Source: an optimization exercise on an open RTL-to-GDS flow (aim: small area and few clock cycles). Production flows keep margins and buffers that such runs may drop.
In this exercise RTL edits were held to simulation tests only and were not proved equivalent to the original.
Power figures rest on the tool's default switching activity, not on a simulated workload.

<file path="flow/run.sh">
#!/bin/bash
# synth_recipe.tcl (not shown) runs the flow's synth.tcl, then flattens the netlist and writes it again
# the make line also repeats each setting of config.mk as NAME=value (left out here)
make -C /OpenROAD-flow-scripts/flow DESIGN_CONFIG=/design/flow/config.mk WORK_HOME=/design/flow/orfs CLKGATE_MAP_FILE= SYNTH_SCRIPT=/design/flow/synth_recipe.tcl finish
</file>
<file path="flow/design.v">
module icsp_stream (
    input  wire        clk,
    input  wire        rst,
    input  wire        op_valid,
    output wire        op_ready,
    input  wire [2:0]  op_code,
    input  wire [21:0] op_arg,
    output wire        o_valid,
    input  wire        o_ready,
    output reg  [7:0]  o_data,
    input  wire        s_valid,
    input  wire [7:0]  s_data,
    output wire        w_valid,
    output wire [15:0] w_data
);
    localparam [1:0] U_T = 2'd0, U_B = 2'd1, U_P = 2'd2, U_S = 2'd3;
    reg [2:0]  op;
    reg [21:0] arg;      
    reg [5:0]  u;
    reg [2:0]  bytn;
    wire idle = (bytn == 3'd7);
    assign op_ready = idle;
    assign o_valid  = !idle;
    wire sentinel = (op_code == 3'd3) && (op_arg[15:0] == 16'hFFFF);
    reg [5:0] u_start;
    always @* begin
        case (op_code)
            3'd0:    u_start = 6'd36;
            3'd6:    u_start = 6'd35;
            3'd7:    u_start = 6'd8;
            default: u_start = sentinel ? 6'd8 : 6'd31;
        endcase
    end
    reg [1:0] typ;
    reg [7:0] t0, p0, p1;    
    reg [7:0] cmdc;          
    reg       last_u;        
    wire [4:0] fidx  = u[4:0] - 5'd1;
    reg        fmask;
    always @* begin
        case (op)
            3'd3:    fmask = (u[4:0] <= 5'd16);
            3'd4:    fmask = (u[4:0] <= 5'd8);
            3'd5:    fmask = (u[4:0] <= 5'd4);
            default: fmask = 1'b1;
        endcase
    end
    wire fbit = (u[4:0] != 5'd0) && (u[4:0] <= 5'd22) && fmask && arg[fidx];
    localparam [31:0] KEY = 32'h4D434850;
    reg bitv;
    always @* begin
        case (op)
            3'd1:    cmdc = 8'h80;
            3'd2:    cmdc = 8'hFE;
            3'd5:    cmdc = 8'h18;
            default: cmdc = 8'hE0;
        endcase
        if (op == 3'd0)
            bitv = KEY[u[4:0]];
        else if (u[4:3] == 2'b11)
            bitv = cmdc[u[2:0]];
        else
            bitv = fbit;
    end
    always @* begin
        typ    = U_B;
        t0     = 8'h80;
        p0     = 8'h00;
        p1     = 8'h38;
        last_u = 1'b0;
        case (op)
            3'd0, 3'd6: begin
                if (u[5]) begin
                    typ = U_T;
                    case (u[2:0])
                        3'd4: begin t0 = 8'h86; p0 = 8'h0E; p1 = 8'h00; end
                        3'd3: begin             p0 = 8'h08;             end
                        3'd1: begin             p0 = 8'h00;             end
                        default: begin t0 = 8'h8F; p0 = 8'hF4; p1 = 8'h01; end
                    endcase
                    last_u = (op == 3'd6) ? (u[2:0] == 3'd2) : (u[2:0] == 3'd7);
                end
            end
            3'd2: begin
                if (u == 6'd23) begin
                    typ = U_T; p1 = 8'h18;
                end else if (u == 6'd22) begin
                    typ = U_S;
                end else if (u == 6'd61) begin
                    typ = U_T; last_u = 1'b1;
                end else if (u[5] || u[4:3] != 2'b11) begin
                    typ = U_P;
                end
            end
            3'd3, 3'd4, 3'd5: begin
                if (u[5]) begin
                    typ = U_T; t0 = 8'h8F; last_u = 1'b1;
                    case (op)
                        3'd3:    begin p0 = 8'h4B; p1 = 8'h00; end
                        3'd4:    begin p0 = 8'h7C; p1 = 8'h15; end
                        default: begin p0 = 8'h10; p1 = 8'h27; end
                    endcase
                end
            end
            3'd1: last_u = (u == 6'd0);
            default: last_u = (u[4:0] == 5'd1);
        endcase
    end
    reg [2:0] last_byte;
    always @* begin
        o_data    = 8'h00;
        last_byte = 3'd2;
        case (typ)
            U_T: begin
                last_byte = 3'd2;
                case (bytn)
                    3'd0:    o_data = t0;
                    3'd1:    o_data = p0;
                    default: o_data = p1;
                endcase
            end
            U_B: begin
                last_byte = 3'd5;
                case (bytn)
                    3'd0, 3'd3: o_data = 8'h80;
                    3'd1:       o_data = bitv ? 8'h30 : 8'h10;
                    3'd4:       o_data = bitv ? 8'h20 : 8'h00;
                    default:    o_data = 8'h38;
                endcase
            end
            U_P: begin
                last_byte = 3'd6;
                case (bytn)
                    3'd0, 3'd3: o_data = 8'h80;
                    3'd1:       o_data = 8'h10;
                    3'd4:       o_data = 8'h00;
                    3'd6:       o_data = 8'h81;
                    default:    o_data = 8'h18;
                endcase
            end
            default: begin
                last_byte = 3'd1;
                o_data = (bytn == 3'd0) ? 8'h8E : 8'h01;
            end
        endcase
    end
    wire unit_done = (bytn == last_byte);
    wire more      = (op == 3'd2) && (arg[5:0] != 6'd0);
    always @(posedge clk) begin
        if (rst) begin
            bytn <= 3'd7;
        end else if (idle) begin
            if (op_valid)
                bytn <= 3'd0;
        end else if (o_ready) begin
            if (!unit_done) begin
                bytn <= bytn + 3'd1;
            end else if (last_u && !more) begin
                bytn <= 3'd7;
            end else begin
                bytn <= 3'd0;
            end
        end
    end
    always @(posedge clk) begin
        if (idle) begin
            op  <= {op_code[2] | sentinel, op_code[1:0]};
            arg <= {op_arg[21:3], op_arg[2:0] & {3{!sentinel}}};
            u   <= u_start;
        end else if (o_ready && unit_done) begin
            if (last_u) begin
                u        <= 6'd31;
                arg[5:0] <= arg[5:0] - 6'd1;
            end else begin
                u <= u - 6'd1;
            end
        end
    end
    reg [4:0]  s_cnt;
    reg [15:0] s_shift;
    always @(posedge clk) begin
        if (rst) begin
            s_cnt <= 5'd0;
        end else if (s_valid) begin
            s_cnt <= (s_cnt == 5'd23) ? 5'd0 : s_cnt + 5'd1;
        end
    end
    always @(posedge clk) begin
        if (s_valid)
            s_shift <= {s_shift[14:0], s_data[5]};
    end
    assign w_valid = s_valid && (s_cnt == 5'd23);
    assign w_data  = s_shift;
endmodule
</file>
<file path="flow/config.mk">
export PLATFORM = sky130hd
export DESIGN_NAME = icsp_stream
export DESIGN_NICKNAME = icsp_stream
export VERILOG_FILES = /design/flow/design.v
export SDC_FILE = /design/flow/constraint.sdc
export NUM_CORES = 4
export LEC_CHECK = 0
export CAP_MARGIN = 20
export CORE_MARGIN = 2
export CORE_UTILIZATION = 40
export SLEW_MARGIN = 20
</file>
<file path="flow/constraint.sdc">
create_clock -name core_clock -period 6.0 [get_ports {clk}]
set_input_delay 1.2000 -clock core_clock [delete_from_list [all_inputs] [get_ports {clk}]]
set_output_delay 1.2000 -clock core_clock [all_outputs]
set_load 0.01 [all_outputs]
</file>
==> results.toml, run 1 <==
[critical_path]
rrSetupSlack_ns = 2.62
path_buf_inv = 2
slowest_stage = "clkdlybuf4s50_1"
path_cells = "ha_1 > and3b_2 > o21ai_0 > a22oi_2 > inv_2 > ha_1 > nand2_1 > o311ai_1 > nor3_1 > a211oi_2 > clkdlybuf4s50_1"
critPathMaxFanout = 9
path_delay_family = "compound AO/OA/AOI/OAI gates"
crit_required_ns = 4.80
path_class = "reg2out"
cpMostUsedCell = "ha_1"
slowest_delay_ns = 0.58
cp.arrival_ns = 3.66
r2r_end = "arg[4]"
reg2regPathDepth = 8
crit_path_start_kind = "flop"
crit_path_end_kind = "primary output"
rr_startpoint = "op[1]"

[clock_network]
cts_buffers = 5
clock_latency_ns = 0.30
cts_tree = "yes"
root_buffer = "clkbuf_8"
cts_buffer_depth = 2
post_cts_resized = 0
clk_pin_slew_ns = 0.09
cts.sinks = 55
postCtsSetupRepairBufs = 0
htreeDepth = 2
cts_hold_repair.buffers = 0

[timing]
slew_headroom_pct = 45.7
rsz0062_at_grt = "no"
fin_crit_sh_pct = 80.9
holdWs_ns = 0.454
setup_violations = 0
clock.fmax_mhz = 206
clock_skew_ns = 0.00615
drv_slew = 0
hold_violations = 0
tightest_slew_ns = 0.815
fin_tns_setup_ns = 0
min_period_ns = 4.86

[power]
vdd_drop_max_uv = 192
pwr-share-comb_pct = 54.2
clkPwrFrac_pct = 11.4
p_switching_w = 0.000939
p_sw_share_pct = 42.9
leakagePower_nw = 1.60
cellPowerDensity_nw_per_um2 = 494
p_int_w = 0.00125
seq_power_share_pct = 34.4

[synth]
yosysTopAreaCell = "edfxtp_1"
async_reset_ff_share_pct = 0
synth_nets = 426
synth_enable_flop_cells = 47
postSynthCellCount = 369
yosysWarnings = 1
synth.area.top_cells = "edfxtp_1 38%, ha_1 6.4%, dfxtp_1 4.3%"
avgSynthCellArea_um2 = 10.1
synth_top_area_share_pct = 37.9
syn_area_um2 = 3720
ys_ff_latch = 55
yosysUniqueCellTypes = 77
synthFlopType = "edfxtp_1"
synth-seq-area-share_pct = 42.2

[place]
portBuffers = 57
dp_cells = 521
routabilityCongestion = 0.817
post-dp-hpwl_um = 6040

[global_routing]
grt.overflow.total = 0
grt_max_degree = 37
track_usage_pct = 16.4
antenna_found_initial = 0
grt_pass1_vias = 2879
grt_pass1_wl_um = 13500

[route]
viasPerCell = 5.67
vias = 2997
wirelength_um = 8140
wl_per_cell_um = 15.4
drcViolationCount = 0
firstDrtPassIters = 4
drtIter0Drc = 217
ant_nets = 0

[worst_hold_path]
hold_class = "reg2reg"
min_from = "s_shift[14]"
min_path_cells = 0
worstHoldEndpoint = "s_shift[15]"

[floorplan]
die-area_um2 = 10100
start_util_pct = 40.7
die_h_um = 100
core-area_um2 = 9150
die_w_um = 100
rows = 35
ioPinCount = 65

[final_layout]
layout.nets = 474
area_growth_pct = 19.1
fin_cells = 529
drive_above_1_share_pct = 8.13
nFillCells = 849
diodes = 0

[job]
max_cap_viol_count = 0

[status]
outcome = "no timing/DRC/antenna violations"
-- flip-flops by register name, summed over array words and instances (netlist names) --
name     count
op           3
arg         22
s_cnt        5
bytn         3
u            6
s_shift     16
-- power by group through the flow --
| stage | clock network [W] | logic, W | registers (W) |
|---|---|---|---|
| after floorplan | 0 | 0.000971 | 0.000650 |
| after global placement | 0 | 0.00117 | 0.000755 |
| after detailed placement | 0 | 0.00119 | 0.000759 |
| after CTS | 0.000256 | 0.00119 | 0.000750 |
| after global routing | 0.000270 | 0.00131 | 0.000779 |
| final | 0.000250 | 0.00119 | 0.000753 |
-- final cells by class --
type | count | area, µm² | area share [%]
Inverter | 16 | 60.1 | 1.35
Clock buffer | 6 | 82.6 | 1.86
Tap cell | 111 | 139 | 3.13
Clock inverter | 2 | 35.0 | 0.790
Multi-Input combinational cell | 279 | 1950 | 44.0
Timing Repair Buffer | 60 | 593 | 13.4
Sequential cell | 55 | 1570 | 35.5
-- logic make-up (layout without fill, tap and decap cells) --
logic type / Yosys count / count (layout) / synth area share [%]
buf+inv: 35 / 84 / 5.38
simple gates: 130 / 130 / 18.8
compound gates: 104 / 104 / 19.0
xor+xnor: 14 / 14 / 3.29
fa+ha+maj: 20 / 20 / 6.65
mux: 11 / 11 / 4.77
flops: 55 / 55 / 42.2
-- cells in the mapped netlist (2+ instances only) --
| cell type | n |
|---|---|
| edfxtp_1 | 47 |
| nand2_1 | 32 |
| o21ai_0 | 27 |
| a21oi_1 | 26 |
| nor2_1 | 25 |
| ha_1 | 19 |
| inv_1 | 14 |
| nand3_1 | 13 |
| nor3_1 | 11 |
| nand2b_1 | 9 |
| dfxtp_1 | 8 |
| a31oi_1 | 7 |
| xnor2_1 | 7 |
| xor2_1 | 7 |
| nand4_1 | 6 |
| nor2b_1 | 6 |
| buf_2 | 5 |
| clkbuf_1 | 5 |
| mux4_2 | 5 |
| a21boi_0 | 4 |
| buf_4 | 4 |
| clkbuf_8 | 4 |
| mux2i_1 | 4 |
| nor3b_1 | 4 |
| a311oi_1 | 3 |
| nor4b_1 | 3 |
| o2111ai_1 | 3 |
| or3_1 | 3 |
| a211o_1 | 2 |
| a21o_1 | 2 |
| a22oi_1 | 2 |
| a32oi_1 | 2 |
| and2_1 | 2 |
| and3_1 | 2 |
| o21a_1 | 2 |
| o311ai_1 | 2 |
| o31ai_1 | 2 |
-- worst register-to-register path: stages (launching register included) --
cell and delay [ns]:
edfxtp_1 0.79, or3b_4 0.49, or3_1 0.44, ha_1 0.35, xor2_1 0.25, nand3_1 0.15, mux2i_2 0.25, nand3_1 0.11
nand2_1 0.23
-- cell usage in the layout, fill, tap and decap left out, types with 3 or more instances in the layout --
cell type and n:
clkdlybuf4s50_1 57, edfxtp_1 47, nand2_1 32, o21ai_0 27, a21oi_1 26, nor2_1 25
ha_1 19, inv_1 14, nand3_1 13, nor3_1 11, nand2b_1 9, dfxtp_1 8
xnor2_1 7, a31oi_1 7, xor2_1 7, nor2b_1 6, nand4_1 6, clkbuf_8 6
mux4_2 5, nor3b_1 4, a21boi_0 4, mux2i_1 4, or3_1 3, a311oi_1 3
nor4b_1 3, o2111ai_1 3, buf_4 3
-- routing by layer --
layer | wire [µm] | part of all wire [%] | global-route usage (%) | vias up
li1 | - | - | - | 1485
met1 | 3780 | 46 | 21.7 | 1426
met2 | 3850 | 47 | 27.7 | 73
met3 | 355 | 4.4 | 2.29 | 13
met4 | 153 | 1.9 | 5.27 | 0
met5 | 0 | 0 | 0 | -
-- per-stage QoR --
stage               power, W  util, %  worst slack [ns]  instance area [µm²]
global placement     0.00193     47.1              1.51                 4320
floorplan            0.00162        -              2.09                 3720
CTS                  0.00220     48.4              1.17                 4430
detailed placement   0.00194     47.1              1.53                 4320
finish               0.00219     48.4              1.14                 4430
global route         0.00236     48.4             0.908                 4430
-- how the worst max path moves through the flow --
| stage | start | cells past startpoint | slack [ns] | end |
|---|---|---|---|---|
| global placement | u[1] | 11 | 1.51 | o_data[5] |
| global route | u[1] | 11 | 0.91 | o_data[5] |
| floorplan | u[0] | 13 | 2.09 | o_data[5] |
| finish | u[1] | 11 | 1.14 | o_data[5] |
| CTS | u[1] | 11 | 1.17 | o_data[5] |
| detailed placement | u[1] | 11 | 1.53 | o_data[5] |
Testbench counts, summed over its fixed seeds: cycles 453,113.
==> run 2: changes to the inputs <==
--- a/flow/config.mk
+++ b/flow/config.mk
@@ -5,6 +5,7 @@
 export SDC_FILE = /design/flow/constraint.sdc
 export NUM_CORES = 4
 export LEC_CHECK = 0
+export ABC_AREA = 1
 export CAP_MARGIN = 20
 export CORE_MARGIN = 2
 export CORE_UTILIZATION = 40
==> run 2 against run 1 <==
- register-to-register slack improved by 0.09 ns
- total power up 5.5%
- global-route usage up 0.71 points
- synthesized cell count grew 26%
- synthesized area is 3.3% lower
- still clean
- routed wire length increased by 1.4%
- highest routed layer unchanged
- combinational power rose by 14%
- clock skew is 0.0015 ns higher
- critical path type unchanged
==> results.toml, run 2 <==
[synth]
yosysUniqueCellTypes = 29
yosysMostFrequentCell = "nand2_1"
async_reset_ff_share_pct = 0
yosysWarnings = 1
syn_area_um2 = 3600
synth-seq-area-share_pct = 43.6
synth_top_area_share_pct = 39.2
synth_enable_flop_cells = 47
synth_nets = 523
synthTopCellsByCount = "107 x nand2_1, 60 x inv_1, 55 x nand3_1, 49 x nor2_1, 47 x edfxtp_1"
yosysTopAreaCell = "edfxtp_1"
postSynthCellCount = 466
synthFlopType = "edfxtp_1"
synth.area.top_cells = "edfxtp_1 39%, nand2_1 11%, nand3_1 7.6%"
avgSynthCellArea_um2 = 7.73
ys_ff_latch = 55

[route]
viasPerCell = 5.12
vias = 3235
wl_per_cell_um = 13.1
drcViolationCount = 0
wirelength_um = 8250
firstDrtPassIters = 4
drtIter0Drc = 129
ant_nets = 0

[clock_network]
cts_buffers = 5
cts_buffer_depth = 2
postCtsSetupRepairBufs = 0
htreeDepth = 2
cts_hold_repair.buffers = 0
clock_latency_ns = 0.31
cts_tree = "yes"
clk_pin_slew_ns = 0.10
post_cts_resized = 0
root_buffer = "clkbuf_8"
cts.sinks = 55

[global_routing]
grt.met3_usage_pct = 3.33
track_usage_pct = 17.1
grt_pass1_wl_um = 13900
grt_use_met2_pct = 27.9
antenna_found_initial = 0
met1_usage_pct = 23.2
grt_pass1_vias = 3046
grt_max_degree = 32
grt.overflow.total = 0
top_usage_layer = "met2"

[final_layout]
area_growth_pct = 22.0
final_cell_mix = "107 x nand2_1, 60 x inv_1, 57 x clkdlybuf4s50_1"
diodes = 0
largest_register = "arg"
fin_area_um2 = 4390
drive_above_1_share_pct = 7.25
largest_register_ffs = 22
top_regs = "arg x22, s_shift x16, u x6"
layout.nets = 580
final_common_cell = "nand2_1"
fin_cells = 632
nFillCells = 846

[power]
seq_power_share_pct = 30.4
cellPowerDensity_nw_per_um2 = 526
leakagePower_nw = 1.96
clkPwrFrac_pct = 10.6
p_sw_share_pct = 47.0
p_switching_w = 0.00109
p_int_w = 0.00123
vdd_drop_max_uv = 233
pwr-share-comb_pct = 59.0

[place]
routabilityCongestion = 0.902
post-place-ws_ns = 1.78
placed_area_um2 = 4280
dp_cells = 624
post-dp-hpwl_um = 6320
portBuffers = 57

[critical_path]
cp-endpoint = "o_data[4]"
crit_path_start_kind = "flop"
critPathMaxFanout = 19
reg2regPathDepth = 11
cp.arrival_ns = 3.36
rrSetupSlack_ns = 2.71
crit_required_ns = 4.80
rr_startpoint = "u[0]"
r2r_end = "arg[3]"
crit_path_end_kind = "primary output"
path_class = "reg2out"
startpoint = "u[0]"

[floorplan]
ioPinCount = 65
die_h_um = 98.9
core-area_um2 = 8720
die_w_um = 98.9
start_util_pct = 41.3
rows = 34
die-area_um2 = 9780

[timing]
holdWs_ns = 0.465
hold_violations = 0
setup_slack_ns = 1.44
fin_crit_sh_pct = 76.1
slew_headroom_pct = 61.2
clock.fmax_mhz = 219
drv_slew = 0
rsz0062_at_grt = "no"
min_period_ns = 4.56
setup_violations = 0
clock_skew_ns = 0.00765
fin_tns_setup_ns = 0
tightest_slew_ns = 0.579

[worst_hold_path]
min_from = "s_shift[14]"
hold_class = "reg2reg"

[job]
max_cap_viol_count = 0

[status]
outcome = "no timing/DRC/antenna violations"
==> run 2: changes by cell type after synthesis, sizes merged, moves of 9 or more <==
cell	before	now
inv	15	68
nand2	32	114
nand2b	9	0
nand3	13	61
nor2	26	53
nor3	12	3
==> run 2: cells by family (layout without fill, tap and decap cells) <==
logic type / after synthesis / in the layout / synth area share (%)
compound gates: 67 / 67 / 10.3
xor+xnor: 5 / 5 / 1.22
fa+ha+maj: 19 / 19 / 6.60
buf+inv: 78 / 136 / 8.48
flops: 55 / 55 / 43.6
simple gates: 242 / 242 / 29.8
==> run 2: worst min path at each step <==
| stage | cells past startpoint | end |
|---|---|---|
| 3_5_place_dp | 0 | s_shift[7] |
| 2_1_floorplan | 2 | s_cnt[4] |
| 5_1_grt | 0 | s_shift[14] |
| 3_3_place_gp | 0 | s_shift[15] |
| 4_1_cts | 0 | s_shift[15] |
| 6_report | 0 | s_shift[15] |
==> run 2: power by group through the flow <==
stage / registers (W) / clock network (W) / logic [W]
4_1_cts: 0.000705 / 0.000250 / 0.00136
6_report: 0.000703 / 0.000245 / 0.00136
3_3_place_gp: 0.000710 / 0 / 0.00135
2_1_floorplan: 0.000665 / 0 / 0.000999
3_5_place_dp: 0.000714 / 0 / 0.00135
5_1_grt: 0.000722 / 0.000265 / 0.00155
==> run 2: metrics by stage <==
stage	utilization, %	power (W)
global route	50.4	0.00254
floorplan	-	0.00166
finish	50.4	0.00231
CTS	50.4	0.00232
global placement	49.1	0.00206
detailed placement	49.1	0.00207
==> run 2: per-layer routing <==
metal / wire [µm] / vias to the layer above
met4: 114 / 0
met2: 3690 / 84
met3: 430 / 7
met1: 4020 / 1479
met5: 0 / -
li1: - / 1665
==> run 2: cell type report <==
class                           count  area [µm²]  area share, %
Multi-Input combinational cell    333        1720           39.3
Sequential cell                    55        1570           35.8
Timing Repair Buffer               60         593           13.5
Inverter                           68         255           5.81
Tap cell                          108         135           3.08
Clock buffer                        5        68.8           1.57
Clock inverter                      3        43.8          0.997
==> run 2: critical path, stage by stage, from the launching register on <==
cell             delay, ns
edfxtp_1              0.37
buf_4                 0.21
inv_1                 0.37
ha_1                  0.25
nand2_1               0.07
a21oi_1               0.19
nand3_1               0.15
nand3_2               0.14
ha_1                  0.20
inv_1                 0.05
nor2_1                0.16
a41o_1                0.14
nor2_1                0.04
a21oi_1               0.17
clkdlybuf4s50_1       0.56
==> run 3: changes to the inputs <==
--- a/flow/design.v
+++ b/flow/design.v
@@ -17,8 +17,9 @@
     reg [2:0]  op;
     reg [21:0] arg;      
     reg [5:0]  u;
-    reg [2:0]  bytn;
-    wire idle = (bytn == 3'd7);
+    reg        h;        
+    reg [1:0]  p;        
+    wire idle = !h && (p == 2'd3);
     assign op_ready = idle;
     assign o_valid  = !idle;
     wire sentinel = (op_code == 3'd3) && (op_arg[15:0] == 16'hFFFF);
@@ -35,7 +36,6 @@
     reg [7:0] t0, p0, p1;    
     reg [7:0] cmdc;          
     reg       last_u;        
-    wire [4:0] fidx  = u[4:0] - 5'd1;
     reg        fmask;
     always @* begin
         case (op)
@@ -45,7 +45,8 @@
             default: fmask = 1'b1;
         endcase
     end
-    wire fbit = (u[4:0] != 5'd0) && (u[4:0] <= 5'd22) && fmask && arg[fidx];
+    wire [31:0] A = {8'h00, 1'b0, arg, 1'b0};
+    wire fbit = fmask && A[u[4:0]];
     localparam [31:0] KEY = 32'h4D434850;
     reg bitv;
     always @* begin
@@ -106,59 +107,59 @@
             default: last_u = (u[4:0] == 5'd1);
         endcase
     end
-    reg [2:0] last_byte;
+    reg unit_done;
     always @* begin
         o_data    = 8'h00;
-        last_byte = 3'd2;
+        unit_done = 1'b0;
         case (typ)
             U_T: begin
-                last_byte = 3'd2;
-                case (bytn)
-                    3'd0:    o_data = t0;
-                    3'd1:    o_data = p0;
+                unit_done = (p == 2'd2);
+                case (p)
+                    2'd0:    o_data = t0;
+                    2'd1:    o_data = p0;
                     default: o_data = p1;
                 endcase
             end
             U_B: begin
-                last_byte = 3'd5;
-                case (bytn)
-                    3'd0, 3'd3: o_data = 8'h80;
-                    3'd1:       o_data = bitv ? 8'h30 : 8'h10;
-                    3'd4:       o_data = bitv ? 8'h20 : 8'h00;
-                    default:    o_data = 8'h38;
+                unit_done = h && (p == 2'd2);
+                case (p)
+                    2'd0:    o_data = 8'h80;
+                    2'd1:    o_data = {2'b00, bitv, !h, 4'h0};
+                    default: o_data = 8'h38;
                 endcase
             end
             U_P: begin
-                last_byte = 3'd6;
-                case (bytn)
-                    3'd0, 3'd3: o_data = 8'h80;
-                    3'd1:       o_data = 8'h10;
-                    3'd4:       o_data = 8'h00;
-                    3'd6:       o_data = 8'h81;
-                    default:    o_data = 8'h18;
+                unit_done = h && (p == 2'd3);
+                case (p)
+                    2'd0:    o_data = 8'h80;
+                    2'd1:    o_data = {3'b000, !h, 4'h0};
+                    2'd2:    o_data = 8'h18;
+                    default: o_data = 8'h81;
                 endcase
             end
             default: begin
-                last_byte = 3'd1;
-                o_data = (bytn == 3'd0) ? 8'h8E : 8'h01;
+                unit_done = (p == 2'd1);
+                o_data = (p == 2'd0) ? 8'h8E : 8'h01;
             end
         endcase
     end
-    wire unit_done = (bytn == last_byte);
-    wire more      = (op == 3'd2) && (arg[5:0] != 6'd0);
+    wire more = (op == 3'd2) && (arg[5:0] != 6'd0);
     always @(posedge clk) begin
         if (rst) begin
-            bytn <= 3'd7;
+            h <= 1'b0;
+            p <= 2'd3;
         end else if (idle) begin
             if (op_valid)
-                bytn <= 3'd0;
+                p <= 2'd0;
         end else if (o_ready) begin
-            if (!unit_done) begin
-                bytn <= bytn + 3'd1;
-            end else if (last_u && !more) begin
-                bytn <= 3'd7;
+            if (unit_done) begin
+                h <= 1'b0;
+                p <= (last_u && !more) ? 2'd3 : 2'd0;
+            end else if (!h && p == 2'd2) begin
+                h <= 1'b1;
+                p <= 2'd0;
             end else begin
-                bytn <= 3'd0;
+                p <= p + 2'd1;
             end
         end
     end
==> flow/flow/run.sh (new file) <==
#!/bin/bash
set -euo pipefail
W=$(pwd)
ABC_SCRIPT_FILE="$W/flow/area.abc"
# synthesis script: synth_recipe.tcl with ORFS's synth.tcl sourced through a
# copy whose only change is the ABC script
sed "s#log_cmd abc {\*}\$abc_args#log_cmd abc -script $ABC_SCRIPT_FILE {*}[lrange \$abc_args 2 end]#" \
    "$FLOW_HOME/scripts/synth.tcl" > "$W/flow/orfs_synth_area.tcl"
grep -q "log_cmd abc -script $ABC_SCRIPT_FILE" "$W/flow/orfs_synth_area.tcl"
sed "s#source \$::env(SCRIPTS_DIR)/synth.tcl#source $W/flow/orfs_synth_area.tcl#" \
    "$W/synth_recipe.tcl" > "$W/flow/synth_area.tcl"
grep -q "orfs_synth_area.tcl" "$W/flow/synth_area.tcl"
sed -e "s#SYNTH_SCRIPT=[^ ]*#SYNTH_SCRIPT=$W/flow/synth_area.tcl 'BUFFER_PORTS_ARGS=-buffer_cell sky130_fd_sc_hd__buf_1' ADDER_MAP_FILE=#" \
    "$W/standard.sh" > "$W/flow/standard_area.sh"
grep -q "BUFFER_PORTS_ARGS" "$W/flow/standard_area.sh"
bash "$W/flow/standard_area.sh" > "$W/flow_make.log" 2>&1
test -f "$W/out/final.def"
==> flow/flow/area.abc (new file) <==
strash
dch -f
map -a
strash
dch -f
map -a
topo
==> flow/standard.sh (new file) <==
#!/bin/bash
# synth_recipe.tcl (not shown) runs the flow's synth.tcl, then flattens the netlist and writes it again
# the make line also repeats each setting of config.mk as NAME=value (left out here)
make -C /OpenROAD-flow-scripts/flow DESIGN_CONFIG=/design/flow/config.mk WORK_HOME=/design/flow/orfs CLKGATE_MAP_FILE= SYNTH_SCRIPT=/design/flow/synth_recipe.tcl "${@:-finish}"
removed: flow/run.sh
==> run 3 against run 2 <==
- synthesized cell count down 27%
- largest cell class is now registers
- still clean on timing, DRC and antenna
- clock power is 9.8% lower
- non-clock buffer count down 2
- critical path depth fell by 1
==> results.toml, run 3 <==
[final_layout]
top_regs = "arg x22, s_shift x16, u x6"
fin_cells = 507
drive_above_1_share_pct = 2.70
final_cell_mix = "68 x nor2_1, 57 x buf_1, 52 x clkinv_1"
diodes = 0
final_common_cell = "nor2_1"
nFillCells = 762
layout.nets = 445
largest_register_ffs = 22
largest_register = "arg"
area_growth_pct = 15.6

[power]
pwr-share-comb_pct = 48.2
vdd_drop_max_uv = 177
p_sw_share_pct = 46.6
p_int_w = 0.000965
power_w = 0.00181
cellPowerDensity_nw_per_um2 = 539
clkPwrFrac_pct = 12.2
leakagePower_nw = 1.10
seq_power_share_pct = 39.6
p_switching_w = 0.000844

[synth]
async_reset_ff_share_pct = 0
postSynthCellCount = 342
avgSynthCellArea_um2 = 8.48
synthTopCellsByCount = "69 x nor2_1, 52 x clkinv_1, 47 x edfxtp_1, 39 x nand2_1, 29 x a21oi_1"
yosysUniqueCellTypes = 23
yosysMostFrequentCell = "nor2_1"
synth_enable_flop_cells = 47
synth-seq-area-share_pct = 54.2
yosysTopAreaCell = "edfxtp_1"
syn_area_um2 = 2900
ys_ff_latch = 55
synth_nets = 380
synth_top_area_share_pct = 48.6
yosysWarnings = 1
synthFlopType = "edfxtp_1"
synth.area.top_cells = "edfxtp_1 49%, nor2_1 8.9%, clkinv_1 6.7%"

[critical_path]
path_buf_inv = 6
path_delay_family = "buffers and inverters"
crit_path_start_kind = "flop"
critPathMaxFanout = 8
slowest_delay_ns = 0.55
reg2regPathDepth = 14
crit_required_ns = 4.80
crit_path_end_kind = "primary output"
path_cells = "clkinv_1 > nor2_1 > clkinv_1 > o21ai_0 > clkinv_1 > nand3_1 > clkinv_1 > nor2_1 > clkinv_1 > a21oi_1 > o41ai_1 > nand3_1 > buf_1"
cp.arrival_ns = 3.14
rrSetupSlack_ns = 2.56
cpMostUsedCell = "clkinv_1"
slowest_stage = "edfxtp_1"
rr_startpoint = "u[0]"
r2r_end = "arg[3]"
path_class = "reg2out"

[clock_network]
cts_tree = "yes"
clock_latency_ns = 0.30
post_cts_resized = 0
cts_hold_repair.buffers = 0
cts_buffers = 5
clk_pin_slew_ns = 0.09
postCtsSetupRepairBufs = 0
cts.sinks = 55
htreeDepth = 2
cts_buffer_depth = 2
root_buffer = "clkbuf_8"

[timing]
fin_tns_setup_ns = 0
clock.fmax_mhz = 230
rsz0062_at_grt = "no"
slew_headroom_pct = 42.2
tightest_slew_ns = 0.868
clock_skew_ns = 0.00657
setup_violations = 0
min_period_ns = 4.34
drv_slew = 0
hold_violations = 0
fin_crit_sh_pct = 72.3

[floorplan]
die-area_um2 = 7950
die_w_um = 89.2
core-area_um2 = 7140
start_util_pct = 40.7
ioPinCount = 65
die_h_um = 89.2
rows = 31

[route]
wirelength_um = 7190
viasPerCell = 5.30
vias = 2688
firstDrtPassIters = 4
wl_per_cell_um = 14.2
drcViolationCount = 0
drtIter0Drc = 133
ant_nets = 0

[job]
max_cap_viol_count = 0

[global_routing]
grt_pass1_vias = 2539
grt_pass1_wl_um = 12000
antenna_found_initial = 0
grt_max_degree = 31
grt.overflow.total = 0
track_usage_pct = 19.7

[worst_hold_path]
worstHoldEndpoint = "s_shift[5]"
min_path_cells = 0
min_from = "s_shift[4]"
hold_class = "reg2reg"

[place]
post-dp-hpwl_um = 5380
routabilityCongestion = 0.906
dp_cells = 499
portBuffers = 57

[status]
outcome = "no timing/DRC/antenna violations"
==> run 3: cell count changes after synthesis, sizes merged, moves of 8 or more <==
cell / previous run / this run
nor3: 3 / 11
ha: 19 / 0
inv: 68 / 0
clkinv: 0 / 52
buf: 8 / 0
nand3: 61 / 15
nor2: 53 / 69
nand2: 114 / 39
==> run 3: final cells by class <==
cell class | count | area, µm² | area share [%]
multi-input combinational | 235 | 1140 | 33.9
tap | 99 | 124 | 3.69
timing repair buffer | 58 | 221 | 6.60
clock buffer | 7 | 96.3 | 2.87
inverter | 52 | 195 | 5.82
clock inverter | 1 | 7.51 | 0.224
sequential | 55 | 1570 | 46.9
==> run 3: worst register-to-register path: cells and delay by family (launching register included) <==
family / cells / cell delay (ns)
buffers and inverters: 5 / 0.86
AOI/OAI and AO/OA: 4 / 1.01
DFF: 1 / 0.55
and+or+nand+nor: 5 / 0.68
==> run 3: power by group through the flow <==
| stage | logic (W) | registers, W | clock network, W |
|---|---|---|---|
| floorplan | 0.000624 | 0.000681 | 0 |
| global placement | 0.000857 | 0.000720 | 0 |
| detailed placement | 0.000861 | 0.000721 | 0 |
| CTS | 0.000864 | 0.000713 | 0.000229 |
| global route | 0.000998 | 0.000732 | 0.000241 |
| finish | 0.000872 | 0.000716 | 0.000221 |
==> run 3: per-layer routing <==
metal	track usage (%)	vias up	wire length [µm]
met5	0	-	0
met3	3.69	17	314
met4	6.78	0	165
met1	26.0	1233	3390
li1	-	1357	-
met2	32.5	81	3330
==> run 3: worst max path at each step <==
stage | from | slack [ns] | cells past startpoint | end
final | u[0] | 1.66 | 13 | o_data[5]
after global routing | u[0] | 1.23 | 13 | o_data[5]
after CTS | u[0] | 1.73 | 13 | o_data[5]
after detailed placement | s_valid | 2.06 | 8 | w_valid
after global placement | u[0] | 2.04 | 13 | o_data[5]
after floorplan | p[1] | 1.89 | 5 | o_valid
==> run 3: cells by family after synthesis <==
group	after synthesis	share of synthesized area, %
xor+xnor	1	0.302
flops	55	54.2
simple gates	144	20.7
compound gates	90	18.1
buf+inv	52	6.73
==> run 3: through the flow <==
step / utilization (%) / setup slack, ns / hold slack (ns) / area, µm²
2_1_floorplan: - / 1.89 / 0.415 / 2900
3_3_place_gp: 45.5 / 2.04 / 0.425 / 3250
3_5_place_dp: 45.5 / 2.06 / 0.435 / 3250
4_1_cts: 47.0 / 1.73 / 0.453 / 3350
5_1_grt: 47.0 / 1.23 / 0.469 / 3350
6_report: 47.0 / 1.66 / 0.461 / 3350
Testbench counts of run 3, summed over its fixed seeds: cycles 453,113.
==> run 4: changes to the inputs <==
--- a/flow/flow/run.sh
+++ b/flow/flow/run.sh
@@ -1,4 +1,12 @@
 #!/bin/bash
+# Own layout flow: the standard ORFS flow with changes that only affect
+# how small the layout comes out:
+#  - synthesis maps the logic with an area-oriented ABC script (flow/area.abc,
+#    deepsyn then area-only mapping) instead of ORFS's abc_area.script;
+#    registers are mapped before ABC, so they are the standard synthesis's;
+#  - adders are left to ABC (no ORFS adder extraction);
+#  - every port still gets a buffer, but a buf_1 instead of ORFS's default;
+#  - CTS uses clkbuf_8 only, without dummy loads;
 set -euo pipefail
 W=$(pwd)
 ABC_SCRIPT_FILE="$W/flow/area.abc"
@@ -10,7 +18,7 @@
 sed "s#source \$::env(SCRIPTS_DIR)/synth.tcl#source $W/flow/orfs_synth_area.tcl#" \
     "$W/synth_recipe.tcl" > "$W/flow/synth_area.tcl"
 grep -q "orfs_synth_area.tcl" "$W/flow/synth_area.tcl"
-sed -e "s#SYNTH_SCRIPT=[^ ]*#SYNTH_SCRIPT=$W/flow/synth_area.tcl 'BUFFER_PORTS_ARGS=-buffer_cell sky130_fd_sc_hd__buf_1' ADDER_MAP_FILE=#" \
+sed -e "s#SYNTH_SCRIPT=[^ ]*#SYNTH_SCRIPT=$W/flow/synth_area.tcl 'BUFFER_PORTS_ARGS=-buffer_cell sky130_fd_sc_hd__buf_1' ADDER_MAP_FILE= 'CTS_ARGS=-sink_clustering_enable -repair_clock_nets -dont_use_dummy_load -buf_list sky130_fd_sc_hd__clkbuf_8 -root_buf sky130_fd_sc_hd__clkbuf_8 -sink_clustering_size 60 -sink_clustering_max_diameter 400'#" \
     "$W/standard.sh" > "$W/flow/standard_area.sh"
 grep -q "BUFFER_PORTS_ARGS" "$W/flow/standard_area.sh"
 bash "$W/flow/standard_area.sh" > "$W/flow_make.log" 2>&1
==> flow/flow/area.abc (replaced) <==
strash
&get -n
&deepsyn -I 1 -J 2000 -T 900
&put
dch -f
map -a
strash
dch -f
map -a
topo
--- a/flow/config.mk
+++ b/flow/config.mk
@@ -8,5 +8,5 @@
 export ABC_AREA = 1
 export CAP_MARGIN = 20
 export CORE_MARGIN = 2
-export CORE_UTILIZATION = 40
+export CORE_UTILIZATION = 60
 export SLEW_MARGIN = 20
==> run 4 against run 3 <==
- still clean
- synthesized area is 7.1% lower
- utilization is 23 points higher
- setup slack worse by 0.066 ns
- clock power is about 20% lower
- combinational power is 15% lower
- critical path type unchanged
- highest routed layer unchanged
==> results.toml, run 4 <==
[critical_path]
crit_path_end_kind = "primary output"
cpMostUsedCell = "nor2_1"
path_class = "reg2out"
critPathMaxFanout = 5
path_cells = "clkinv_1 > nor2_1 > clkinv_1 > nor2_1 > clkinv_1 > a31oi_1 > clkinv_1 > nor2_1 > a21oi_1 > nor2_1 > nor2_1 > o21ai_0 > nand2_1 > o21ai_0 > buf_1"
slowest_delay_ns = 0.44
crit_path_start_kind = "flop"
crit_required_ns = 4.80
slowest_stage = "edfxtp_1"
path_delay_family = "simple AND/OR/NAND/NOR gates"
path_buf_inv = 5
cp.arrival_ns = 3.21

[timing]
min_period_ns = 4.41
tightest_slew_ns = 0.639
slew_headroom_pct = 57.4
clock_skew_ns = 0.0151
fin_crit_sh_pct = 73.4
fin_tns_setup_ns = 0
drv_slew = 0
hold_violations = 0
rsz0062_at_grt = "no"
clock.fmax_mhz = 227
setup_slack_ns = 1.59
setup_violations = 0

[place]
post-place-ws_ns = 1.99
post-dp-hpwl_um = 4560
routabilityCongestion = 0.950
portBuffers = 57

[route]
met3_length_um = 392
ant_nets = 0
drtIter0Drc = 206
wirelength_um = 5910
dr.max_layer_used = "met4"
wl_met2_um = 2690
drcViolationCount = 0
drt-met1-wl_um = 2740
firstDrtPassIters = 5
viasPerCell = 5.81
wl_per_cell_um = 14.5
vias = 2372

[global_routing]
track_usage_pct = 24.3
grt_max_degree = 32
grt_pass1_vias = 2144
grt.overflow.total = 0
grt_pass1_wl_um = 9680
antenna_found_initial = 0

[clock_network]
clk_pin_slew_ns = 0.09
cts_buffers = 5
post_cts_resized = 0
cts.sinks = 55
cts_buffer_depth = 2
htreeDepth = 2
postCtsSetupRepairBufs = 0
clock_latency_ns = 0.30
root_buffer = "clkbuf_8"
cts_tree = "yes"
cts_hold_repair.buffers = 0

[synth]
synth_enable_flop_cells = 47
postSynthCellCount = 292
synth_top_area_share_pct = 52.4
syn_area_um2 = 2700
yosysWarnings = 1
ys_ff_latch = 55
synth.area.top_cells = "edfxtp_1 52%, nor2_1 6.8%, clkinv_1 6.0%"
yosysMostFrequentCell = "nor2_1"
yosysUniqueCellTypes = 27
synthFlopType = "edfxtp_1"
synthTopCellsByCount = "49 x nor2_1, 47 x edfxtp_1, 43 x clkinv_1, 37 x nand2_1, 26 x o21ai_0"
synth_nets = 330
async_reset_ff_share_pct = 0
yosysTopAreaCell = "edfxtp_1"
synth-seq-area-share_pct = 58.3
avgSynthCellArea_um2 = 9.23

[final_layout]
largest_register_ffs = 22
top_regs = "arg x22, s_shift x16, u x6"
nFillCells = 354
area_growth_pct = 13.6
drive_above_1_share_pct = 3.09
seq_area_um2 = 1570
final_common_cell = "buf_1"
layout.nets = 396
diodes = 0
largest_register = "arg"
multiInputGateArea_um2 = 965
final_cell_mix = "57 x buf_1, 48 x nor2_1, 47 x edfxtp_1"

[status]
outcome = "no timing/DRC/antenna violations"

[floorplan]
die_w_um = 71.0
start_util_pct = 61.9
ioPinCount = 65
die_h_um = 71.0
core-area_um2 = 4350
die-area_um2 = 5040
rows = 24

[power]
vdd_drop_max_uv = 253
leakagePower_nw = 1.02
cellPowerDensity_nw_per_um2 = 523

[worst_hold_path]
hold_class = "reg2reg"

[job]
max_cap_viol_count = 0
## run 4: cell count changes after synthesis, sizes merged, moves of 4 or more
cell    change
a21oi       -5
nand3       -4
nand4       -5
clkinv      -9
o221ai      -5
nor2       -20
## run 4: metrics by stage
stage	hold WS, ns	util, %	cells	power [W]	area (µm²)
2_1_floorplan	0.436	-	292	0.00120	2700
3_3_place_gp	0.429	68.7	403	0.00141	2990
5_1_grt	0.464	70.3	408	0.00172	3060
6_report	0.450	70.3	408	0.00160	3060
4_1_cts	0.454	70.3	408	0.00159	3060
3_5_place_dp	0.436	68.7	403	0.00142	2990
## run 4: worst paths after layout
kind	startpoint	end	slack, ns	depth (start not counted)
max	op[1]	o_data[7]	1.59	15
min	s_shift[11]	s_shift[12]	0.45	0
min reg2reg	s_shift[11]	s_shift[12]	0.45	0
max reg2reg	u[0]	arg[4]	2.77	11
## run 4: worst register-to-register path, stage by stage (launching register included)
cell and delay, ns:
edfxtp_1 0.45, nor2_1 0.26, clkinv_1 0.16, nor2_1 0.34, nand2_1 0.12, nor2_1 0.18
clkinv_1 0.14, o32ai_1 0.24, a32oi_1 0.10, o41ai_1 0.12, nor2_1 0.22, a21oi_1 0.55
## run 4: logic make-up (layout without fill, tap and decap cells)
| group | count (synthesis) | in the layout | synth area share (%) |
|---|---|---|---|
| buffers and inverters | 43 | 107 | 5.99 |
| AND/OR/NAND/NOR | 109 | 109 | 16.5 |
| XOR/XNOR | 3 | 3 | 0.975 |
| AO/OA/AOI/OAI | 82 | 82 | 18.2 |
| flip-flops | 55 | 55 | 58.3 |
## run 4: layer usage
metal  global-route usage [%]  vias up
met5                        0        -
met4                     9.22        0
met3                     4.13       15
met2                     36.7      108
met1                     35.7     1080
li1                         -     1169
## run 4: where the power goes
group	switching [W]	internal, W
logic	0.000504	0.000237
registers	0.0000955	0.000588
clock network	0.000101	0.0000755
## run 4: final cells by class
type                    count  share of cell area, %
repair buffers             59                   7.48
flip-flops and latches     55                   51.3
inverters                  43                   5.27
clock buffers               5                   2.25
multi-input cells         194                   31.5
well taps                  52                   2.13
==> run 5: changes to the inputs <==
==> flow/flow/area.abc (replaced) <==
strash
&get -n
&deepsyn -S 2 -I 1 -J 2000 -T 900
&put
dch -f
map -a
strash
dch -f
map -a
topo
==> run 5 against run 4 <==
- still clean
- flip-flop and latch count stayed put
- sequential share of layout area is 0.25 points higher
- die area is 0.35% lower
- total power is 4.7% higher
- synthesized cell count stayed put
- global-route usage is 1.4 points higher
- setup slack better by 0.22 ns
==> results.toml, run 5 <==
[power]
p_int_w = 0.000926
cellPowerDensity_nw_per_um2 = 551
seq_power_share_pct = 41.9
leakagePower_nw = 1.02
p_switching_w = 0.000751
pwr-share-comb_pct = 47.3
vdd_drop_max_uv = 271
p_sw_share_pct = 44.8
clkPwrFrac_pct = 10.7

[route]
wirelength_um = 6130
viasPerCell = 5.86
vias = 2386
ant_nets = 0
drtIter0Drc = 238
drcViolationCount = 0
wl_per_cell_um = 15.1
firstDrtPassIters = 5

[global_routing]
grt_pass1_vias = 2294
antenna_found_initial = 0
grt_pass1_wl_um = 10100
track_usage_pct = 25.7
grt.overflow.total = 0
grt_max_degree = 31

[worst_hold_path]
hold_class = "reg2reg"
min_path_cells = 2

[status]
outcome = "no timing/DRC/antenna violations"

[synth]
postSynthCellCount = 292
synth_top_family_by_area = "simple AND/OR/NAND/NOR gates"
syn_area_um2 = 2690
async_reset_ff_share_pct = 0
synth_top_area_share_pct = 52.6
synth.area.top_cells = "edfxtp_1 53%, nor2_1 7.1%, clkinv_1 6.4%"
synth_nets = 330
ys_ff_latch = 55
yosysMostFrequentCell = "nor2_1"
synth-seq-area-share_pct = 58.5
synth_enable_flop_cells = 47
synthMuxAreaShare_pct = 0
synthTopCellsByCount = "51 x nor2_1, 47 x edfxtp_1, 46 x clkinv_1, 35 x nand2_1, 26 x a21oi_1"
avgSynthCellArea_um2 = 9.20
synth_xor_xnor_area_share_pct = 0.652
yosysUniqueCellTypes = 25
yosysTopAreaCell = "edfxtp_1"
yosysWarnings = 1
synth-compound-area-share_pct = 17.2
synthFlopType = "edfxtp_1"
synth-adder-area-share_pct = 0
synth-simple-area-share_pct = 17.2

[critical_path]
crit_path_end_kind = "primary output"
cp.arrival_ns = 2.98
crit_required_ns = 4.80
reg2regPathDepth = 14
critPathMaxFanout = 10
crit_path_start_kind = "flop"
path_class = "reg2out"

[place]
routabilityCongestion = 0.849
post-dp-hpwl_um = 4660
post-place-ws_ns = 2.11
portBuffers = 57

[clock_network]
htreeDepth = 2
cts.sinks = 55
post_cts_resized = 0
cts_buffers = 5
clock_latency_ns = 0.31
cts_hold_repair.buffers = 0
clk_pin_slew_ns = 0.11
root_buffer = "clkbuf_8"
cts_tree = "yes"
cts_buffer_depth = 2
postCtsSetupRepairBufs = 0

[timing]
holdWs_ns = 0.456
hold_violations = 0
tightest_slew_ns = 0.851
fin_crit_sh_pct = 69.7
slew_headroom_pct = 43.3
clock.fmax_mhz = 239
min_period_ns = 4.18
drv_slew = 0
clock_skew_ns = 0.0279
rsz0062_at_grt = "no"
setup_slack_ns = 1.82
fin_tns_setup_ns = 0
setup_violations = 0

[final_layout]
diodes = 0
final_common_cell = "buf_1"
largest_register = "arg"
utilization_pct = 70.4
area_growth_pct = 13.4
layout.nets = 395
final_cell_mix = "57 x buf_1, 51 x nor2_1, 47 x edfxtp_1"
top_regs = "arg x22, s_shift x16, u x6"
largest_register_ffs = 22
nFillCells = 344
drive_above_1_share_pct = 2.54

[floorplan]
die-area_um2 = 5030
die_w_um = 70.9
die_h_um = 70.9
ioPinCount = 65
core-area_um2 = 4320
start_util_pct = 62.1
rows = 24

[job]
max_cap_viol_count = 0
==> run 5: cell types whose count changed after synthesis, moves of 3 or more <==
cell,change
nand3_1,-4
o21ai_0,-5
nor3_1,+5
clkinv_1,+3
==> run 5: path summary, 6_finish.rpt <==
| path | slack, ns | startpoint | to |
|---|---|---|---|
| worst min-delay path | 0.46 | s_cnt[2] | s_cnt[2] |
| worst max-delay path | 1.82 | u[2] | o_data[4] |
| worst min register to register | 0.46 | s_cnt[2] | s_cnt[2] |
| worst max register to register | 2.55 | u[2] | arg[3] |
==> run 5: layout make-up <==
class                      instances  area, µm²  area share (%)
timing repair buffer              58        221            7.27
tap                               52       65.1            2.14
clock buffer                       5       68.8            2.26
multi-input combinational        191        946            31.1
inverter                          46        173            5.67
sequential                        55       1570            51.6
==> run 5: cell families after synthesis <==
family          after synthesis
flops                        55
xor+xnor                      2
buf+inv                      46
compound gates               77
simple gates                112
==> run 5: layer usage <==
layer / routed length, µm / vias up / GRT usage (%)
met2: 2990 / 103 / 42.0
met1: 2670 / 1109 / 34.0
met5: 0 / - / 0
met3: 428 / 4 / 5.27
met4: 45 / 0 / 10.1
li1: - / 1170 / -
==> run 5: worst max-delay path: stages (launching register included) <==
cell	delay, ns
edfxtp_1	0.56
clkinv_1	0.26
nor2_1	0.26
clkinv_1	0.09
nor3_1	0.25
nand2_1	0.11
nand2_1	0.07
nand2_1	0.05
o21ai_0	0.15
nor2_1	0.13
nor2_1	0.23
o21ai_0	0.12
nand2_1	0.10
nand3b_1	0.09
nand2_1	0.07
buf_1	0.14
==> run 5: power by group through the flow <==
stage / registers [W] / clock network [W] / logic, W
detailed placement: 0.000707 / 0 / 0.000782
global route: 0.000717 / 0.000193 / 0.000899
CTS: 0.000700 / 0.000184 / 0.000786
finish: 0.000703 / 0.000180 / 0.000794
global placement: 0.000703 / 0 / 0.000770
floorplan: 0.000679 / 0 / 0.000573
==> run 5: stage by stage <==
step	total power (W)	instances	instance area, µm²
6_report	0.00168	407	3050
4_1_cts	0.00167	407	3050
3_5_place_dp	0.00149	402	2980
5_1_grt	0.00181	407	3050
3_3_place_gp	0.00147	402	2980
2_1_floorplan	0.00125	292	2690
==> run 6: changes to the inputs <==
--- a/flow/flow/run.sh
+++ b/flow/flow/run.sh
@@ -2,7 +2,7 @@
 # Own layout flow: the standard ORFS flow with changes that only affect
 # how small the layout comes out:
 #  - synthesis maps the logic with an area-oriented ABC script (flow/area.abc,
-#    deepsyn then area-only mapping) instead of ORFS's abc_area.script;
+#    deepsyn then amap area mapping) instead of ORFS's abc_area.script;
 #    registers are mapped before ABC, so they are the standard synthesis's;
 #  - adders are left to ABC (no ORFS adder extraction);
 #  - every port still gets a buffer, but a buf_1 instead of ORFS's default;
==> flow/flow/area.abc (replaced) <==
strash
&get -n
&deepsyn -S 2 -I 1 -J 2000 -T 900
&put
dch -f
amap -m -F 4 -A 10
topo
==> run 6 against run 5 <==
- setup slack got worse by 0.77 ns
- non-clock buffer count rose by 2
- clock skew is 0.0091 ns lower
- critical endpoint unchanged
- register-to-register slack lost 0.33 ns
- combinational power is 2% higher
- worst hold slack better by 0.0026 ns
- first-iteration DRC count shrank 42%
- still clean
- maximum frequency down 15%
- die area down 1.5%
- critical path type unchanged
- sequential power shrank 2%
==> results.toml, run 6 <==
[final_layout]
seq_area_um2 = 1570
diodes = 0
fin_area_um2 = 3020
nFillCells = 347
largest_register = "arg"
multiInputGateArea_um2 = 928
final_cell_mix = "57 x buf_1, 53 x nor2_1, 47 x edfxtp_1"
layout.nets = 373
area_growth_pct = 14.2
largest_register_ffs = 22
top_regs = "arg x22, s_shift x16, u x6"
drive_above_1_share_pct = 2.70
final_common_cell = "buf_1"

[critical_path]
path_cells = "nor2_1 > clkinv_1 > nor2_1 > clkinv_1 > o21ai_0 > nor3_1 > nor2_1 > a21oi_1 > o21ai_0 > clkinv_1 > o211ai_1 > o211ai_1 > o21ai_0 > nand3_1 > nand2_1 > buf_1"
crit_path_end_kind = "primary output"
cp.arrival_ns = 3.75
path_buf_inv = 4
crit_required_ns = 4.80
critPathMaxFanout = 5
path_class = "reg2out"
crit_path_start_kind = "flop"
path_delay_family = "simple AND/OR/NAND/NOR gates"
slowest_delay_ns = 0.45
slowest_stage = "edfxtp_1"

[timing]
setup_slack_ns = 1.05
rsz0062_at_grt = "no"
fin_tns_setup_ns = 0
clock.fmax_mhz = 202
setup_violations = 0
min_period_ns = 4.95
slew_headroom_pct = 39.3
hold_violations = 0
drv_slew = 0
tightest_slew_ns = 0.910
fin_crit_sh_pct = 82.5
clock_skew_ns = 0.0188

[floorplan]
core-area_um2 = 4290
ioPinCount = 65
die-area_um2 = 4950
die_h_um = 70.4
start_util_pct = 61.5
die_w_um = 70.4
rows = 24

[route]
wl_per_cell_um = 16.4
vias = 2372
ant_nets = 0
drt-met1-wl_um = 2630
drtIter0Drc = 137
met3_length_um = 514
viasPerCell = 6.16
wl_met2_um = 3000
firstDrtPassIters = 5
drcViolationCount = 0
dr.max_layer_used = "met4"
wirelength_um = 6310

[clock_network]
postCtsSetupRepairBufs = 0
post_cts_resized = 0
htreeDepth = 2
clock_latency_ns = 0.31
root_buffer = "clkbuf_8"
cts_buffer_depth = 2
cts_hold_repair.buffers = 0
cts_tree = "yes"
cts_buffers = 5
cts.sinks = 55
clk_pin_slew_ns = 0.10

[place]
placed_area_um2 = 2950
post-place-ws_ns = 1.48
post-dp-hpwl_um = 4800
routabilityCongestion = 0.993
portBuffers = 57

[synth]
ys_ff_latch = 55
synthTopCellsByCount = "53 x nor2_1, 47 x edfxtp_1, 39 x clkinv_1, 20 x o21ai_0, 16 x nand2_1"
postSynthCellCount = 268
synthFlopType = "edfxtp_1"
avgSynthCellArea_um2 = 9.86
syn_area_um2 = 2640
synth_nets = 306
synth-seq-area-share_pct = 59.5
synth.area.top_cells = "edfxtp_1 53%, nor2_1 7.5%, dfxtp_1 6.1%"
yosysWarnings = 1
yosysMostFrequentCell = "nor2_1"
yosysTopAreaCell = "edfxtp_1"
yosysUniqueCellTypes = 31
synth_enable_flop_cells = 47
async_reset_ff_share_pct = 0
synth_top_area_share_pct = 53.4

[job]
max_cap_viol_count = 0

[global_routing]
track_usage_pct = 27.3
grt_max_degree = 34
grt.overflow.total = 0
antenna_found_initial = 0
grt_pass1_wl_um = 10500
grt_pass1_vias = 2271

[power]
vdd_drop_max_uv = 338
cellPowerDensity_nw_per_um2 = 557
leakagePower_nw = 0.977

[worst_hold_path]
hold_class = "reg2reg"

[status]
outcome = "no timing/DRC/antenna violations"
[run 6: metal layers]
metal  track usage [%]  vias up
li1                  -     1136
met1              37.0     1083
met2              43.4      132
met3              5.48       21
met4              10.9        0
met5                 0        -
[run 6: final timing paths]
check | from | end | slack (ns) | depth (start not counted)
worst max-delay path | u[1] | o_data[4] | 1.05 | 16
worst min-delay path | s_shift[8] | s_shift[9] | 0.46 | 0
worst max register to register | u[1] | u[0] | 2.22 | 14
worst min register to register | s_shift[8] | s_shift[9] | 0.46 | 0
[run 6: worst register-to-register path, cell delays in order (launching register included)]
cell and delay [ns]:
edfxtp_1 0.45, nor2_1 0.41, clkinv_1 0.25, nor2_1 0.33, clkinv_1 0.16, o21ai_0 0.13, nor3_1 0.15, nor2_1 0.24
a21oi_1 0.12, o21ai_0 0.19, o21ai_0 0.19, o21ai_0 0.27, nor2_1 0.10, nor2_1 0.18, clkinv_1 0.29
[run 6: kinds of logic (layout without fill, tap and decap cells)]
family	count (synthesis)	after routing	share of synthesized area, %
compound gates	78	78	19.2
buf+inv	39	104	5.54
flops	55	55	59.5
simple gates	96	96	15.7
[run 6: area by class of cell]
| type | count | share of cell area [%] |
|---|---|---|
| clock buffers | 5 | 2.28 |
| multi-input cells | 174 | 30.8 |
| flip-flops and latches | 55 | 52.1 |
| well taps | 52 | 2.16 |
| repair buffers | 60 | 7.84 |
| inverters | 39 | 4.85 |
[run 6: power breakdown]
group / total (W) / internal, W / switching, W
logic: 0.000808 / 0.000256 / 0.000552
clock network: 0.000184 / 0.0000757 / 0.000108
registers: 0.000689 / 0.000600 / 0.0000890
[run 6: metrics by stage]
step	utilization, %	hold WS (ns)	cells	power, W
global placement	68.6	0.427	380	0.00147
CTS	70.3	0.460	385	0.00167
finish	70.3	0.459	385	0.00168
detailed placement	68.6	0.433	380	0.00149
floorplan	-	0.440	268	0.00123
global route	70.3	0.470	385	0.00181
==> run 7: changes to the inputs <==
--- a/flow/design.v
+++ b/flow/design.v
@@ -177,19 +177,19 @@
             end
         end
     end
-    reg [4:0]  s_cnt;
+    reg [4:0]  s_cnt;       
     reg [15:0] s_shift;
     always @(posedge clk) begin
         if (rst) begin
-            s_cnt <= 5'd0;
+            s_cnt <= 5'd8;
         end else if (s_valid) begin
-            s_cnt <= (s_cnt == 5'd23) ? 5'd0 : s_cnt + 5'd1;
+            s_cnt <= (s_cnt == 5'd31) ? 5'd8 : s_cnt + 5'd1;
         end
     end
     always @(posedge clk) begin
         if (s_valid)
             s_shift <= {s_shift[14:0], s_data[5]};
     end
-    assign w_valid = s_valid && (s_cnt == 5'd23);
+    assign w_valid = s_valid && (s_cnt == 5'd31);
     assign w_data  = s_shift;
 endmodule
==> run 7 against run 6 <==
- via count is 2.8% lower
- sequential power is 9.6% lower
- clock-buffer cell count stayed put
- largest power group is now registers
- design area is 0.91% lower
- sequential share of layout area is 0.48 points higher
- cell count is 2.6% lower
- critical path depth is 3 lower
- still clean on timing, DRC and antenna
- worst hold slack worse by 0.010 ns
- combinational power is 34% lower
- register-to-register slack better by 0.07 ns
- routed wire length is 2.1% lower
==> results.toml, run 7 <==
[route]
drcViolationCount = 0
wl_per_cell_um = 16.5
drtIter0Drc = 136
firstDrtPassIters = 5
wl_met2_um = 3010
vias = 2306
viasPerCell = 6.15
dr.max_layer_used = "met4"
met3_length_um = 379
ant_nets = 0
drt-met1-wl_um = 2670
wirelength_um = 6180

[place]
post-dp-hpwl_um = 4630
routabilityCongestion = 0.984
portBuffers = 57
post-place-ws_ns = 1.56

[floorplan]
start_util_pct = 61.2
core-area_um2 = 4290
die_w_um = 70.2
die_h_um = 70.2
die-area_um2 = 4930
rows = 24
ioPinCount = 65

[clock_network]
root_buffer = "clkbuf_8"
cts_hold_repair.buffers = 0
post_cts_resized = 0
cts.sinks = 55
cts_buffer_depth = 2
postCtsSetupRepairBufs = 0
cts_buffers = 5
htreeDepth = 2
clk_pin_slew_ns = 0.09
cts_tree = "yes"
clock_latency_ns = 0.31

[timing]
hold_violations = 0
drv_slew = 0
clock_skew_ns = 0.0193
setup_violations = 0
slew_headroom_pct = 36.6
fin_crit_sh_pct = 81.2
clock.fmax_mhz = 205
min_period_ns = 4.87
fin_tns_setup_ns = 0
rsz0062_at_grt = "no"
setup_slack_ns = 1.13
tightest_slew_ns = 0.952

[global_routing]
grt.overflow.total = 0
grt_pass1_wl_um = 10100
track_usage_pct = 26.2
grt_max_degree = 31
antenna_found_initial = 0
grt_pass1_vias = 2159

[synth]
synth.area.top_cells = "edfxtp_1 54%, dfxtp_1 6.1%, nor2_1 6.0%"
synth-seq-area-share_pct = 59.8
syn_area_um2 = 2630
synth_nets = 298
postSynthCellCount = 260
ys_ff_latch = 55
synth-compound-area-share_pct = 18.7
yosysUniqueCellTypes = 37
synthFlopType = "edfxtp_1"
synth_xor_xnor_area_share_pct = 0
yosysTopAreaCell = "edfxtp_1"
synth-adder-area-share_pct = 0
synth_enable_flop_cells = 47
yosysWarnings = 1
avgSynthCellArea_um2 = 10.1
yosysMostFrequentCell = "edfxtp_1"
synth-simple-area-share_pct = 16.9
synth_top_family_by_area = "compound AO/OA/AOI/OAI gates"
synthTopCellsByCount = "47 x edfxtp_1, 42 x nor2_1, 32 x clkinv_1, 19 x nand2_1, 17 x a21oi_1"
synth_top_area_share_pct = 53.7
synthMuxAreaShare_pct = 0
async_reset_ff_share_pct = 0

[final_layout]
multiInputGateArea_um2 = 942
area_growth_pct = 13.7
drive_above_1_share_pct = 2.17
largest_register_ffs = 22
final_common_cell = "buf_1"
largest_register = "arg"
layout.nets = 363
seq_area_um2 = 1570
nFillCells = 359
top_regs = "arg x22, s_shift x16, u x6"
final_cell_mix = "57 x buf_1, 47 x edfxtp_1, 42 x nor2_1"
diodes = 0
utilization_pct = 69.6

[job]
max_cap_viol_count = 0

[worst_hold_path]
min_from = "s_cnt[4]"
hold_class = "reg2reg"

[critical_path]
rrSetupSlack_ns = 2.29
slowest_stage = "edfxtp_1"
crit_path_start_kind = "flop"
rr_startpoint = "u[0]"
slowest_delay_ns = 0.45
path_class = "reg2out"
path_cells = "clkinv_1 > nor2_1 > clkinv_1 > nand2_1 > nor2_1 > nor2_1 > o311ai_0 > a31o_1 > or3_1 > o21ai_0 > o22a_1 > o21a_1 > buf_1"
startpoint = "op[2]"
crit_path_end_kind = "primary output"
path_buf_inv = 3
critPathMaxFanout = 5
cpMostUsedCell = "nor2_1"
path_delay_family = "compound AO/OA/AOI/OAI gates"
crit_required_ns = 4.80
cp.arrival_ns = 3.67

[power]
power_w = 0.00134
vdd_drop_max_uv = 238
cellPowerDensity_nw_per_um2 = 447
leakagePower_nw = 0.965

[status]
outcome = "no timing/DRC/antenna violations"
==> run 7: area by class of cell <==
class	instances	share of cell area [%]
flip-flops and latches	55	52.6
multi-input cells	173	31.5
repair buffers	58	7.41
well taps	52	2.18
inverters	32	4.02
clock buffers	5	2.30
==> run 7: worst register-to-register path, cell delays in order, from the launching register on <==
cell	delay, ns
edfxtp_1	0.49
clkinv_1	0.19
nor2_1	0.48
clkinv_1	0.18
o21ai_0	0.18
a31oi_1	0.17
o21ai_0	0.21
o31ai_1	0.20
clkinv_1	0.09
o22ai_1	0.07
nor4b_1	0.48
nor2_1	0.12
nor2_1	0.50
==> run 7: final timing paths <==
kind,to,depth (start not counted)
setup / recovery,o_data[4],13
setup reg to reg,arg[3],12
hold reg to reg,s_cnt[4],2
hold / removal,s_cnt[4],2
==> run 7: kinds of logic after synthesis <==
| group | Yosys count |
|---|---|
| compound gates | 74 |
| simple gates | 99 |
| flops | 55 |
| buf+inv | 32 |
==> run 7: layer usage <==
layer | up-vias | GRT usage (%)
met1 | 1080 | 36.1
met3 | 11 | 4.76
met4 | 0 | 10.0
met2 | 103 | 41.6
li1 | 1112 | -
met5 | - | 0
==> run 7: power by group <==
| part | internal, W | leakage (nW) | switching (W) | total [W] |
|---|---|---|---|---|
| logic | 0.000179 | 0.409 | 0.000352 | 0.000530 |
| registers | 0.000537 | 0.520 | 0.0000865 | 0.000623 |
| clock network | 0.0000756 | 0.0359 | 0.000107 | 0.000183 |
==> run 7: stage by stage <==
step                hold WS, ns  cell area, µm²  instances
floorplan                 0.419            2630        260
global placement          0.428            2920        370
detailed placement        0.435            2920        370
CTS                       0.453            2990        375
global route              0.466            2990        375
finish                    0.448            2990        375
Testbench counts of run 7, summed over its fixed seeds: cycles 453,113.

[what the ideal ports hide]
The results above use ideal ports. As a check the final layouts listed here were re-extracted and re-timed, cells and wires unchanged.
Step 1: set_driving_cell puts a clkbuf_16 on clk and a buf_2 on each other input, an assumption about the parent block.
Step 2, shift: input delay + t, output delay - t, t = (earliest + latest rising clock arrival at the registers) / 2. This alone moves slack from input paths to output paths.
Slacks: no drivers / after step 1 / after step 2; pairs: no drivers / after step 1.
run | shift t [ns] | setup slack, ns | worst slew at a driven data input, ns | cell pins on the clock port's net
run 1 | 0.328 | 1.144 / 1.116 / 1.444 | 0.04 | 1
run 2 | 0.332 | 1.436 / 1.407 / 1.738 | 0.03 | 1
run 3 | 0.329 | 1.660 / 1.632 / 1.961 | 0.04 | 1
run 4 | 0.320 | 1.594 / 1.567 / 1.886 | 0.04 | 1
run 5 | 0.323 | 1.818 / 1.787 / 2.110 | 0.04 | 1
run 6 | 0.325 | 1.053 / 1.025 / 1.350 | 0.04 | 1
run 7 | 0.328 | 1.127 / 1.099 / 1.427 | 0.03 | 1
After both steps every run listed still meets setup and hold.
